This design comes from an exercise in tuning for small area, a short achievable clock period and few clock cycles on the open sky130 flow, not from production work. Function was checked by simulation only, so behaviour that the tests miss may differ from the original. Power and IR drop assume default switching activity.

**flow/design.v**
```verilog
module rle_encoder (
    input  wire       clk,
    input  wire       rst,           
    input  wire       in_valid,
    output wire       in_ready,
    input  wire [7:0] in_data,
    input  wire       in_last,
    output wire       out_valid,
    input  wire       out_ready,
    output reg  [7:0] out_data,
    output reg        out_last
);
    localparam N   = 264;           
    localparam AW  = 9;             
    localparam QD  = 8;             
    localparam QW  = 3;
    localparam SM  = 4;             
    reg        f0_v, f1_v;
    reg  [7:0] f0_b, f1_b;
    reg        f0_l, f1_l;
    wire       fe_take;              
    assign in_ready = ~f1_v;
    wire       in_fire = in_valid & ~f1_v;
    always @(posedge clk) begin
        if (rst) begin
            f0_v <= 1'b0;
            f1_v <= 1'b0;
        end else begin
            if (fe_take) begin
                if (f1_v) begin
                    f0_b <= f1_b; f0_l <= f1_l;
                    if (in_fire) begin f1_b <= in_data; f1_l <= in_last; end
                    else f1_v <= 1'b0;
                end else begin
                    f0_v <= in_fire;
                    f0_b <= in_data; f0_l <= in_last;
                end
            end else if (in_fire) begin
                if (f0_v) begin f1_v <= 1'b1; f1_b <= in_data; f1_l <= in_last; end
                else begin f0_v <= 1'b1; f0_b <= in_data; f0_l <= in_last; end
            end
        end
    end
    reg  [AW-1:0]  c;                
    reg  [8*N-1:0] ring;
    wire           we;
    reg  [7:0]     v;                
    always @(posedge clk) begin
        ring <= {ring[8*(N-1)-1:0], we ? v : ring[8*N-1 -: 8]};
        if (rst || c == N - 1) c <= {AW{1'b0}};
        else                   c <= c + 1'b1;
    end
    reg  [QD-1:0] q_lit, q_last;
    reg  [7:0]    q_len [0:QD-1];
    reg  [AW-1:0] q_val [0:QD-1];
    reg  [QD-1:0] q_vld;
    reg  [QW-1:0] q_wp, q_rp;
    reg  [QW:0]   q_cnt;
    wire          q_push, q_pop;
    reg           p_lit, p_last;
    reg  [7:0]    p_len;
    reg  [AW-1:0] p_val;
    always @(posedge clk) begin
        if (q_push) begin
            q_lit[q_wp]  <= p_lit;
            q_last[q_wp] <= p_last;
            q_len[q_wp]  <= p_len;
            q_val[q_wp]  <= p_val;
        end
        if (rst) begin
            q_wp  <= {QW{1'b0}};
            q_rp  <= {QW{1'b0}};
            q_cnt <= {(QW+1){1'b0}};
            q_vld <= {QD{1'b0}};
        end else begin
            if (q_push) q_wp <= q_wp + 1'b1;
            if (q_pop)  q_rp <= q_rp + 1'b1;
            q_cnt <= q_cnt + {{QW{1'b0}}, q_push} - {{QW{1'b0}}, q_pop};
            if (q_push) q_vld[q_wp] <= 1'b1;
            if (q_pop)  q_vld[q_rp] <= 1'b0;
        end
    end
    wire q_room = (q_cnt != QD);
    reg q_danger;
    reg q_anylit;
    integer qi;
    always @(*) begin
        q_danger = 1'b0;
        q_anylit = 1'b0;
        for (qi = 0; qi < QD; qi = qi + 1) begin
            if (q_vld[qi] && q_lit[qi]) begin
                q_anylit = 1'b1;
                if (q_val[qi] == c) q_danger = 1'b1;
            end
        end
    end
    localparam R_IDLE = 3'd0, R_TAG = 3'd1, R_LEN = 3'd2, R_DAT = 3'd3, R_VAL = 3'd4;
    reg  [2:0]    rs;
    reg           r_lit, r_last;
    reg  [7:0]    r_len, r_val, r_cnt;
    reg  [AW-1:0] s;                 
    wire          rd_ready;
    wire          rd_valid = (rs != R_IDLE);
    wire [7:0]    ring_rd  = ring[8*s +: 8];
    reg  [7:0]    rd_data;
    reg           rd_last;
    always @(*) begin
        rd_data = 8'd0;
        rd_last = 1'b0;
        case (rs)
            R_TAG: rd_data = {7'd0, ~r_lit};
            R_LEN: rd_data = r_len;
            R_DAT: begin rd_data = ring_rd; rd_last = r_last && (r_cnt == 8'd1); end
            R_VAL: begin rd_data = r_val;   rd_last = r_last; end
            default: ;
        endcase
    end
    wire rd_fire = rd_valid & rd_ready;
    wire r_done  = rd_fire && ((rs == R_VAL) || (rs == R_DAT && r_cnt == 8'd1));
    assign q_pop = (q_cnt != 0) && (rs == R_IDLE || r_done);
    wire r_inlit = (rs != R_IDLE) && r_lit;
    wire [AW-1:0] hv = q_val[q_rp];
    wire [AW:0]   sd = {1'b0, c} - {1'b0, hv};
    wire [AW-1:0] s_new = sd[AW] ? sd[AW-1:0] + N[AW-1:0] : sd[AW-1:0];
    wire [AW-1:0] s_inc = (s == N - 1) ? {AW{1'b0}} : s + 1'b1;
    always @(posedge clk) begin
        if (rst) begin
            rs <= R_IDLE;
        end else begin
            if (q_pop) begin
                rs    <= R_TAG;
                r_lit <= q_lit[q_rp];
                r_last<= q_last[q_rp];
                r_len <= q_len[q_rp];
                r_cnt <= q_len[q_rp];
                r_val <= hv[7:0];
                s     <= s_new;
            end else begin
                if (!(rs == R_DAT && rd_fire)) s <= s_inc;
                if (rd_fire) begin
                    case (rs)
                        R_TAG: rs <= R_LEN;
                        R_LEN: rs <= r_lit ? R_DAT : R_VAL;
                        R_DAT: begin
                            r_cnt <= r_cnt - 8'd1;
                            if (r_cnt == 8'd1) rs <= R_IDLE;
                        end
                        R_VAL: rs <= R_IDLE;
                        default: ;
                    endcase
                end
            end
        end
    end
    reg        o_v, k_v;
    reg  [7:0] k_d;
    reg        k_l;
    assign out_valid = o_v;
    assign rd_ready  = ~k_v;
    always @(posedge clk) begin
        if (rst) begin
            o_v <= 1'b0;
            k_v <= 1'b0;
        end else if (out_ready || !o_v) begin
            if (k_v) begin
                out_data <= k_d; out_last <= k_l; o_v <= 1'b1; k_v <= 1'b0;
            end else begin
                out_data <= rd_data; out_last <= rd_last; o_v <= rd_valid;
            end
        end else if (rd_valid && !k_v) begin
            k_d <= rd_data; k_l <= rd_last; k_v <= 1'b1;
        end
    end
    reg  [8:0]    k;                 
    reg           fin;               
    reg  [7:0]    lit_len;           
    reg  [AW-1:0] a0;                
    reg  [AW-1:0] wr_next;           
    reg           wrapped;           
    reg           sticky;            
    reg  [10:0]   bl;                
    wire span_open = (lit_len != 8'd0);
    wire k1        = (k == 9'd1);
    wire r_danger  = r_inlit && (s == N - 1) && !(rs == R_DAT && rd_fire);
    wire wr_ok     = !sticky && !r_danger && !q_danger;
    wire contig    = (c == wr_next);
    wire bl_high   = (bl >= N - SM);
    wire wr_allow  = wr_ok && (span_open ? contig : !bl_high);
    wire eq        = (f0_b == v) && (k != 9'd255);
    wire fin_go    = fin && q_room && (!k1 || wr_allow);
    wire norm_go   = !fin && f0_v && q_room && (!k1 || wr_allow);
    assign fe_take = f0_v && (fin ? fin_go : norm_go);
    wire do_write  = k1 && (fin_go || (norm_go && !eq));
    wire run_push  = !k1 && k != 9'd0 && (fin_go || (norm_go && !eq));
    wire lit_close_run = norm_go && k1 && eq && span_open;
    wire [7:0] ll1 = lit_len + 8'd1;
    wire lit_close_w = do_write && (fin || ll1 == 8'd255);
    assign we      = do_write;
    assign q_push  = run_push || lit_close_run || lit_close_w;
    always @(*) begin
        p_lit  = !run_push;
        p_last = fin;
        p_len  = run_push ? k[7:0] : (lit_close_run ? lit_len : ll1);
        p_val  = run_push ? {1'b0, v} : ((span_open || lit_close_run) ? a0 : c);
    end
    wire [10:0] p_size = run_push ? 11'd3 : {3'd0, p_len} + 11'd2;
    always @(posedge clk) begin
        if (rst) begin
            k       <= 9'd0;
            fin     <= 1'b0;
            lit_len <= 8'd0;
            wrapped <= 1'b0;
            sticky  <= 1'b0;
            bl      <= 11'd0;
        end else begin
            bl <= bl + (q_push ? p_size : 11'd0) - {10'd0, rd_fire};
            if (do_write) wr_next <= (c == N - 1) ? {AW{1'b0}} : c + 1'b1;
            if (do_write && !span_open) a0 <= c;
            if (lit_close_run || lit_close_w) begin
                lit_len <= 8'd0;
                wrapped <= 1'b0;
            end else begin
                if (do_write) lit_len <= ll1;
                if (span_open && c == a0) wrapped <= 1'b1;
            end
            if (r_danger || q_danger || ((lit_close_run || lit_close_w) && (wrapped || (span_open && c == a0))))
                sticky <= 1'b1;
            else if (!r_inlit && !q_anylit)
                sticky <= 1'b0;
            if (fin) begin
                if (fin_go) begin
                    if (f0_v) begin
                        v   <= f0_b;
                        k   <= 9'd1;
                        fin <= f0_l;
                    end else begin
                        k   <= 9'd0;
                        fin <= 1'b0;
                    end
                end
            end else if (norm_go) begin
                fin <= f0_l;
                if (k == 9'd0) begin
                    v <= f0_b;
                    k <= 9'd1;
                end else if (eq) begin
                    k <= k + 9'd1;
                end else begin
                    v <= f0_b;
                    k <= 9'd1;
                end
            end
        end
    end
endmodule
```
**flow/run.sh**
```bash
#!/bin/bash
# synth_recipe.tcl (not shown) runs the flow's synth.tcl, then flattens the netlist and writes it again
# the make line also repeats each setting of config.mk as NAME=value (left out here)
make -C /OpenROAD-flow-scripts/flow DESIGN_CONFIG=/design/flow/config.mk WORK_HOME=/design/flow/orfs CLKGATE_MAP_FILE= SYNTH_SCRIPT=/design/flow/synth_recipe.tcl finish
```
**flow/config.mk**
```make
export PLATFORM = sky130hd
export DESIGN_NAME = rle_encoder
export DESIGN_NICKNAME = rle_encoder
export VERILOG_FILES = /design/flow/design.v
export SDC_FILE = /design/flow/constraint.sdc
export NUM_CORES = 4
export LEC_CHECK = 0
export CAP_MARGIN = 20
export CORE_MARGIN = 2
export CORE_UTILIZATION = 40
export SLEW_MARGIN = 20
```
**flow/constraint.sdc**
```tcl
create_clock -name core_clock -period 10.0 [get_ports {clk}]
set_input_delay 2.0000 -clock core_clock [delete_from_list [all_inputs] [get_ports {clk}]]
set_output_delay 2.0000 -clock core_clock [all_outputs]
set_load 0.01 [all_outputs]
```
==> results of run 1 <==
==> metal layers <==
layer,global-route usage,vias up
met5,0,-
met4,0.0457,2
met3,0.0272,212
met2,0.236,705
met1,0.224,19300
li1,-,17500
==> critical path: stages (launching register included) <==
cell	delay (ps)
edfxtp_1	320
buf_4	320
inv_2	430
nand3_1	450
nor2_1	190
a311o_1	460
nor4_4	650
mux2_2	320
nor2_1	40
a21oi_1	520
ha_1	340
nand2_1	70
ha_1	230
inv_1	60
ha_1	240
nor2b_1	150
o21ai_0	190
a21boi_0	150
o21ai_0	250
a21boi_0	170
o21ai_0	190
nand2b_1	110
a21o_1	180
a21oi_1	140
mux2_2	340
==> where the power goes <==
group          switching, W  internal, W  total (W)
sequential         0.000168       0.0101     0.0103
clock               0.00370      0.00509    0.00880
combinational       0.00302      0.00189    0.00491
==> worst max-delay path by stage <==
stage               from      to
global route        c[1]  bl[10]
floorplan           c[7]  bl[10]
finish              s[5]  bl[10]
CTS                 s[5]  bl[10]
global placement    c[1]  bl[10]
detailed placement  s[5]  bl[10]
==> cell type report <==
cell class | count | share of cell area
antenna | 1 | 0.0000290
clock buffer | 350 | 0.0796
clock inverter | 73 | 0.0126
inverter | 84 | 0.00376
multi-input combinational | 1940 | 0.266
sequential | 2429 | 0.593
tap | 2495 | 0.0362
timing repair buffer | 80 | 0.00862
==> through the flow <==
stage	hold WS [ps]	worst slack [ps]	cell area (um^2)	utilization	cells
finish	268	3340	86200	0.459	7452
global route	268	2930	86200	0.459	7452
CTS	269	3360	86200	0.459	7451
detailed placement	331	3440	78200	0.417	7028
global placement	328	3530	78200	0.417	7026
floorplan	326	4640	75400	-	4716
==> layout by cell type, fill, tap and decap left out, types with 28 or more instances in the layout <==
master     count
inv_1         77
nand2_1      139
nor2_1       143
buf_4         50
ha_1          57
edfxtp_1     249
mux2_2        49
xnor2_1      111
clkbuf_16    232
mux4_2       587
clkbuf_1      56
o221ai_1      71
xor2_1        51
clkinv_2      33
o21ai_0       55
clkbuf_8      61
o22ai_1       45
nand4_1       28
nor3_1        53
a21oi_1      116
mux2i_1      180
nand3_1       28
dfxtp_1     2179
==> cell families after synthesis <==
kind of cell	share of synthesized area
DFF	0.678
muxes	0.206
and+or+nand+nor	0.0317
AOI/OAI and AO/OA	0.0354
buffers and inverters	0.0199
xor gates and xnor gates	0.0188
adders and majority gates	0.0102
==> sequential cells by signal, indices dropped and copies added (netlist names), 9 cells and up, named ones only <==
name and count:
q_val 72, c 9, s 9, bl 11
k 9, wr_next 9, q_len 64, ring 2112
a0 9
==> flow_metrics.env, run 1 <==
export IMPL_status="finished clean"
export IMPL_skew_ps=83.7
export IMPL_clk_latency_ps=880
export IMPL_met1Wirelength_mm=71.4
export IMPL_wl_mm=147
export IMPL_antenna_found_initial=5
export IMPL_setup_viol=0
export IMPL_wl_per_cell_um=19.7
export IMPL_synth_cells=4716
export IMPL_fin_crit_ps=6660
export IMPL_fp_dieW_um=438
export IMPL_antenna_left=0
export IMPL_fin_tns_setup_ps=0
export IMPL_timing_slew_headroom=0.300
export IMPL_ys_seq_area_frac=0.678
export IMPL_yosysWarnings=1
export IMPL_drc=0
export IMPL_yosysUniqueCellTypes=72
export IMPL_worst_pin_slew_ps=1050
export IMPL_multi_input_area_um2=22900
export IMPL_drt_iter0_markers=2461
export IMPL_r2r_slack_ps=3340
export IMPL_wl_met2_mm=66.6
export IMPL_fmax_ghz=0.150
export IMPL_grt_max_degree=115
export IMPL_path_clk_slew_ps=70
export IMPL_synth_edff_count=249
export IMPL_hold_path_startpoint="ring[1813]"
export IMPL_pwr_density_cell_nw_per_um2=278
export IMPL_whs_path_depth=0
export IMPL_cts_made_buffers=228
export IMPL_finalHoldViolations=0
export IMPL_vias_per_cell=5.05
export IMPL_dp_hpwl_mm=87.7
export IMPL_synthFlopType="dfxtp_1"
export IMPL_p_leak_nw=31.5
export IMPL_ys_async_sr_fraction=0
export IMPL_rr_worst_depth=24
export IMPL_yosysTopAreaCell="dfxtp_1"
export IMPL_cp_start_kind="register"
export IMPL_hp_class="register to register"
export IMPL_syn_nets=4789
export IMPL_clock_sinks=2429
export IMPL_gp_congestion=0.837
export IMPL_port_buffers=23
export IMPL_coreArea_um2=188000
export IMPL_rows=159
export IMPL_layout_worst_path_cycle_share=0.666
export IMPL_cts_root_buffer="clkbuf_16"
export IMPL_route_vias_total=37700
export IMPL_vdd_drop_max_mv=0.215
export IMPL_ff_latch_area_um2=51100
export IMPL_yosys_top_cells_area="dfxtp_1 58%, mux4_2 18%, edfxtp_1 9.9%, mux2i_1 2.4%, xnor2_1 1.3%"
export IMPL_grtUsageTotal=0.154
export IMPL_drive_above_1_share=0.221
export IMPL_top_layer="met5"
export IMPL_nNetsFinal=4836
export IMPL_grt_ovfl_total=0
export IMPL_wl_met3_mm=6.05
export IMPL_r2r_end="bl[10]"
export IMPL_required_ps=10700
export IMPL_clock_path_buffers=3
export IMPL_cp_max_fo=26
export IMPL_grt_pass1_wl_mm=234
export IMPL_rsz0062_at_grt="false"
export IMPL_power_w=0.0240
export IMPL_avgSynthCellArea_um2=16.0
export IMPL_cts_resized=0
export IMPL_htree_num_levels=4
export IMPL_timing_rr_start="s[5]"
export IMPL_syn_cell_area_um2=75400
export IMPL_drv_cap=0
export IMPL_cts_setup_buffers=0
export IMPL_nFillCells=16100
export IMPL_endpoint_kind="register"
export IMPL_synth_seq_cells=2429
export IMPL_synth_most_common_cell="dfxtp_1"
export IMPL_die_y_um=438
export IMPL_cts_tree="yes"
export IMPL_critPathArrivalTime_ps=7370
export IMPL_synth_commonest_cells="2180 x dfxtp_1, 587 x mux4_2, 249 x edfxtp_1"
export IMPL_synth_top_area_share=0.578
export IMPL_die_area_um2=192000
export IMPL_holdPathEnd="ring[1821]"
export IMPL_dr_pass1_iters=5
export IMPL_areaGrowthSynthToFinish_pct=14.2
export IMPL_slew_viol_final=0
export IMPL_start_util=0.402
export IMPL_first_global_vias=39500
export IMPL_cts_hold_buf=0
export IMPL_path_class="register to register"
export IMPL_ioPinCount=24
Testbench counts, summed over its fixed seeds: cycles 39,390.
==> run 2: changes to the inputs <==
--- a/flow/design.v
+++ b/flow/design.v
@@ -10,7 +10,7 @@
     output reg  [7:0] out_data,
     output reg        out_last
 );
-    localparam N   = 264;           
+    localparam N   = 260;           
     localparam AW  = 9;             
     localparam QD  = 8;             
     localparam QW  = 3;
@@ -81,16 +81,22 @@
         end
     end
     wire q_room = (q_cnt != QD);
+    wire [AW-1:0] c1 = (c == N - 1) ? {AW{1'b0}} : c + 1'b1;
+    reg  [QD-1:0] q_hit;
     reg q_danger;
     reg q_anylit;
     integer qi;
+    always @(posedge clk) begin
+        for (qi = 0; qi < QD; qi = qi + 1)
+            q_hit[qi] <= (q_val[qi] == c1) && !(q_push && q_wp == qi);
+    end
     always @(*) begin
         q_danger = 1'b0;
         q_anylit = 1'b0;
         for (qi = 0; qi < QD; qi = qi + 1) begin
             if (q_vld[qi] && q_lit[qi]) begin
                 q_anylit = 1'b1;
-                if (q_val[qi] == c) q_danger = 1'b1;
+                if (q_hit[qi]) q_danger = 1'b1;
             end
         end
     end
@@ -100,8 +106,25 @@
     reg  [7:0]    r_len, r_val, r_cnt;
     reg  [AW-1:0] s;                 
     wire          rd_ready;
-    wire          rd_valid = (rs != R_IDLE);
-    wire [7:0]    ring_rd  = ring[8*s +: 8];
+    wire          dat_ok;
+    wire          rd_valid = (rs != R_IDLE) && (rs != R_DAT || dat_ok);
+    reg  [6:0]    csel;              
+    reg  [1:0]    since;             
+    wire [7:0]    tap      = ring[32*csel +: 8];
+    reg  [7:0]    fd1, fd2, fd3;
+    always @(posedge clk) begin
+        fd1 <= tap; fd2 <= fd1; fd3 <= fd2;
+    end
+    reg  [7:0]    ring_rd;
+    always @(*) begin
+        case (s[1:0])
+            2'd0: ring_rd = tap;
+            2'd1: ring_rd = fd1;
+            2'd2: ring_rd = fd2;
+            default: ring_rd = fd3;
+        endcase
+    end
+    assign        dat_ok   = (s[1:0] <= since);
     reg  [7:0]    rd_data;
     reg           rd_last;
     always @(*) begin
@@ -135,8 +158,14 @@
                 r_cnt <= q_len[q_rp];
                 r_val <= hv[7:0];
                 s     <= s_new;
+                csel  <= s_new[AW-1:2];
+                since <= 2'd0;
             end else begin
-                if (!(rs == R_DAT && rd_fire)) s <= s_inc;
+                if (since != 2'd3) since <= since + 2'd1;
+                if (!(rs == R_DAT && rd_fire)) begin
+                    s    <= s_inc;
+                    csel <= s_inc[AW-1:2];
+                end
                 if (rd_fire) begin
                     case (rs)
                         R_TAG: rs <= R_LEN;
@@ -179,12 +208,11 @@
     reg           wrapped;           
     reg           sticky;            
     reg  [10:0]   bl;                
+    reg           contig;            
     wire span_open = (lit_len != 8'd0);
     wire k1        = (k == 9'd1);
     wire r_danger  = r_inlit && (s == N - 1) && !(rs == R_DAT && rd_fire);
     wire wr_ok     = !sticky && !r_danger && !q_danger;
-    wire contig    = (c == wr_next);
-    wire bl_high   = (bl >= N - SM);
     wire wr_allow  = wr_ok && (span_open ? contig : !bl_high);
     wire eq        = (f0_b == v) && (k != 9'd255);
     wire fin_go    = fin && q_room && (!k1 || wr_allow);
@@ -203,7 +231,11 @@
         p_len  = run_push ? k[7:0] : (lit_close_run ? lit_len : ll1);
         p_val  = run_push ? {1'b0, v} : ((span_open || lit_close_run) ? a0 : c);
     end
-    wire [10:0] p_size = run_push ? 11'd3 : {3'd0, p_len} + 11'd2;
+    wire [10:0] bl_base = bl - {10'd0, rd_fire};
+    wire [10:0] bl_run  = bl_base + 11'd3;
+    wire [10:0] bl_lr   = bl_base + {3'd0, lit_len} + 11'd2;
+    wire [10:0] bl_lw   = bl_base + {3'd0, lit_len} + 11'd3;
+    wire        bl_high = (bl >= N - SM);
     always @(posedge clk) begin
         if (rst) begin
             k       <= 9'd0;
@@ -212,9 +244,11 @@
             wrapped <= 1'b0;
             sticky  <= 1'b0;
             bl      <= 11'd0;
-        end else begin
-            bl <= bl + (q_push ? p_size : 11'd0) - {10'd0, rd_fire};
-            if (do_write) wr_next <= (c == N - 1) ? {AW{1'b0}} : c + 1'b1;
+            contig  <= 1'b0;
+        end else begin
+            bl      <= run_push ? bl_run : lit_close_run ? bl_lr : lit_close_w ? bl_lw : bl_base;
+            if (do_write) wr_next <= c1;
+            contig  <= do_write || (c1 == wr_next);
             if (do_write && !span_open) a0 <= c;
             if (lit_close_run || lit_close_w) begin
                 lit_len <= 8'd0;
@@ -223,7 +257,7 @@
                 if (do_write) lit_len <= ll1;
                 if (span_open && c == a0) wrapped <= 1'b1;
             end
-            if (r_danger || q_danger || ((lit_close_run || lit_close_w) && (wrapped || (span_open && c == a0))))
+            if (r_danger || q_danger || ((lit_close_run || lit_close_w) && (wrapped || (span_open && (c == a0 || c1 == a0)))))
                 sticky <= 1'b1;
             else if (!r_inlit && !q_anylit)
                 sticky <= 1'b0;
==> flow_metrics.env, run 2 <==
export IMPL_drv_cap=0
export IMPL_p_leak_nw=27.9
export IMPL_switchingPower_w=0.00530
export IMPL_nFillCells=13400
export IMPL_grt_pass1_wl_mm=168
export IMPL_rows=146
export IMPL_final_cell_mix="2180 x dfxtp_1, 251 x edfxtp_1, 214 x clkbuf_16"
export IMPL_path_clk_slew_ps=60
export IMPL_fin_crit_ps=5870
export IMPL_endpoint_kind="register"
export IMPL_synth_edff_count=251
export IMPL_setup_viol=0
export IMPL_ioPinCount=24
export IMPL_cts_root_buffer="clkbuf_16"
export IMPL_finalHoldViolations=0
export IMPL_worst_pin_slew_ps=1080
export IMPL_hp_class="register to register"
export IMPL_die_y_um=404
export IMPL_wl_mm=107
export IMPL_port_buffers=23
export IMPL_critPathArrivalTime_ps=6570
export IMPL_htree_num_levels=4
export IMPL_cts_resized=0
export IMPL_crit_top_cell="ha_1"
export IMPL_pwr_density_cell_nw_per_um2=290
export IMPL_crit_path_max_incr_delay_ps=530
export IMPL_slew_viol_final=0
export IMPL_switching_share=0.248
export IMPL_yosys_top_cells_area="dfxtp_1 68%, edfxtp_1 12%, mux4_2 6.8%, xnor2_1 1.7%, ha_1 1.2%"
export IMPL_die_area_um2=163000
export IMPL_top_register="ring"
export IMPL_synth_most_common_cell="dfxtp_1"
export IMPL_drc=0
export IMPL_path_class="register to register"
export IMPL_avgSynthCellArea_um2=16.5
export IMPL_grtUsageTotal=0.133
export IMPL_clock_sinks=2432
export IMPL_first_global_vias=28900
export IMPL_seqPwrFrac=0.486
export IMPL_setup_slack_ps=4130
export IMPL_largestRegisters="ring (2080), q_val (72), q_len (64)"
export IMPL_holdWs_ps=300
export IMPL_ys_async_sr_fraction=0
export IMPL_dr_pass1_iters=5
export IMPL_coreArea_um2=159000
export IMPL_cts_tree="yes"
export IMPL_layout_worst_path_cycle_share=0.587
export IMPL_synth_commonest_cells="2181 x dfxtp_1, 251 x edfxtp_1, 193 x mux4_2"
export IMPL_required_ps=10700
export IMPL_yosysTopAreaCell="dfxtp_1"
export IMPL_antenna_left=0
export IMPL_rsz0062_at_grt="false"
export IMPL_largest_reg_flops=2080
export IMPL_cp_max_fo=7
export IMPL_drt_iter0_markers=1710
export IMPL_ff_latch_area_um2=51200
export IMPL_vdd_drop_max_mv=0.187
export IMPL_route_vias_total=28400
export IMPL_cts_hold_buf=0
export IMPL_syn_nets=3947
export IMPL_gp_congestion=0.811
export IMPL_synth_cells=3872
export IMPL_layout_commonest_cell="dfxtp_1"
export IMPL_fin_tns_setup_ps=0
export IMPL_yosysUniqueCellTypes=83
export IMPL_cp_start_kind="register"
export IMPL_fp_dieW_um=404
export IMPL_fmax_ghz=0.170
export IMPL_timing_slew_headroom=0.273
export IMPL_clk_latency_ps=810
export IMPL_start_util=0.403
export IMPL_wl_per_cell_um=17.1
export IMPL_status="finished clean"
export IMPL_antenna_found_initial=1
export IMPL_worstPathCellList="ha_1 -> nor2b_1 -> o2111ai_1 -> a21oi_1 -> nor2_1 -> ha_1 -> nor3b_1 -> nand2_1 -> xor2_1 -> inv_1 -> ha_1 -> or3_1 -> o31ai_1 -> xnor2_1 -> or3_1 -> xor2_1 -> o22ai_1 -> o32ai_1"
export IMPL_yosysWarnings=1
export IMPL_pre_cts_slack_ps=4150
export IMPL_synth_top_area_share=0.684
export IMPL_grt_max_degree=91
export IMPL_cts_setup_buffers=0
export IMPL_grt_ovfl_total=0
export IMPL_synth_seq_cells=2432
export IMPL_combPwrFrac=0.126
export IMPL_clock_path_buffers=3
export IMPL_multi_input_area_um2=11900
export IMPL_crit_slowest_cell="nor3b_1"
export IMPL_vias_per_cell=4.54
export IMPL_power_share_clock=0.388
export IMPL_ys_seq_area_frac=0.802
export IMPL_syn_cell_area_um2=63900
export IMPL_synthFlopType="dfxtp_1"
export IMPL_skew_ps=48.0
export IMPL_cts_made_buffers=208
export IMPL_drive_above_1_share=0.157
export IMPL_dp_hpwl_mm=65.3
export IMPL_areaGrowthSynthToFinish_pct=15.6
export IMPL_p_int_w=0.0161
export IMPL_nNetsFinal=4100
[run 2: cell count changes in the layout (fill, tap and decap cells not counted), moves of 35 or more]
cell      previous run  this run
a21oi_1            116        68
mux2i_1            180        31
nor2_1             143       108
mux4_2             587       193
o22ai_1             45         8
o221ai_1            71         1
[run 2: metal layers]
layer / global-route usage / vias up / routed length, um / share of wire
li1: - / 13700 / - / -
met1: 0.195 / 14100 / 54200 / 0.51
met2: 0.195 / 513 / 46200 / 0.43
met3: 0.0265 / 163 / 4580 / 0.043
met4: 0.0459 / 0 / 2160 / 0.020
met5: 0 / - / 0 / 0
[run 2: power by group through the flow]
stage | clock [W] | combinational, W | sequential, W
after floorplan | 0 | 0.00207 | 0.0105
after global placement | 0 | 0.00270 | 0.0106
after detailed placement | 0 | 0.00273 | 0.0106
after CTS | 0.00852 | 0.00274 | 0.0104
after global routing | 0.00893 | 0.00296 | 0.0104
final | 0.00831 | 0.00270 | 0.0104
[run 2: through the flow]
stage | total power [W] | area (um^2) | instances | util
finish | 0.0214 | 73800 | 6269 | 0.466
global route | 0.0223 | 73800 | 6269 | 0.466
global placement | 0.0133 | 66500 | 5885 | 0.419
floorplan | 0.0126 | 63900 | 3872 | -
detailed placement | 0.0133 | 66500 | 5886 | 0.419
CTS | 0.0217 | 73800 | 6267 | 0.465
[run 2: cell type report]
type                            instances  area share
Clock inverter                         79      0.0153
Clock buffer                          302      0.0838
Sequential cell                      2432       0.693
Timing Repair Buffer                   62     0.00756
Tap cell                             2072      0.0351
Inverter                               68     0.00346
Multi-Input combinational cell       1253       0.161
Antenna cell                            1   0.0000339
[run 2: kinds of logic (layout without fill, tap and decap cells)]
group | Yosys count | in the layout | synth area share
simple gates | 436 | 436 | 0.0347
other cells | 0 | 1 | 0
mux | 271 | 271 | 0.0812
fa+ha+maj | 62 | 62 | 0.0125
xor+xnor | 194 | 194 | 0.0266
compound gates | 290 | 290 | 0.0303
flops | 2432 | 2432 | 0.802
buf+inv | 187 | 511 | 0.0130
[run 2: final timing paths]
kind | start | slack, ps | cells past startpoint | end
worst min-delay path | ring[1176] | 300 | 0 | ring[1184]
worst min register to register | ring[1176] | 300 | 0 | ring[1184]
worst max-delay path | s[1] | 4130 | 18 | bl[8]
worst max register to register | s[1] | 4130 | 18 | bl[8]
[run 2: worst max-delay path: cells and delay by family (launching register included)]
kind / cells / cell delay [ps]
adders and majority gates: 3 / 900
and+or+nand+nor: 6 / 2180
buffers and inverters: 1 / 140
DFF: 1 / 450
xor gates and xnor gates: 3 / 910
AOI/OAI and AO/OA: 5 / 1200
Testbench counts of run 2, summed over its fixed seeds: cycles 39,807.

[afterwards: timing with drivers on the ports]
How much do the figures lean on ideal ports? The routed layouts below were timed once more, with nothing changed but the port constraints. Step 1 assumes that a clkbuf_16 drives the clock port and a buf_2 every other input. Step 2 moves the port delays by t, midway between the first and last clock arrival at a register: inputs arrive t later, outputs are due t later. That takes back most of the time a late clock gives input paths. a / b / c = ideal ports / drivers / drivers and shift; a / b = the first two.
| run | shift t [ns] | setup slack, ns | latest minus earliest clock arrival (ns) | worst slew at a driven data input, ns |
|---|---|---|---|---|
| run 1 | 0.925 | 3.336 / 3.336 / 3.336 | 0.104 / 0.104 | 0.03 |
| run 2 | 0.865 | 4.133 / 4.133 / 4.133 | 0.050 / 0.050 | 0.06 |
After both steps setup and hold are still met in every run listed.
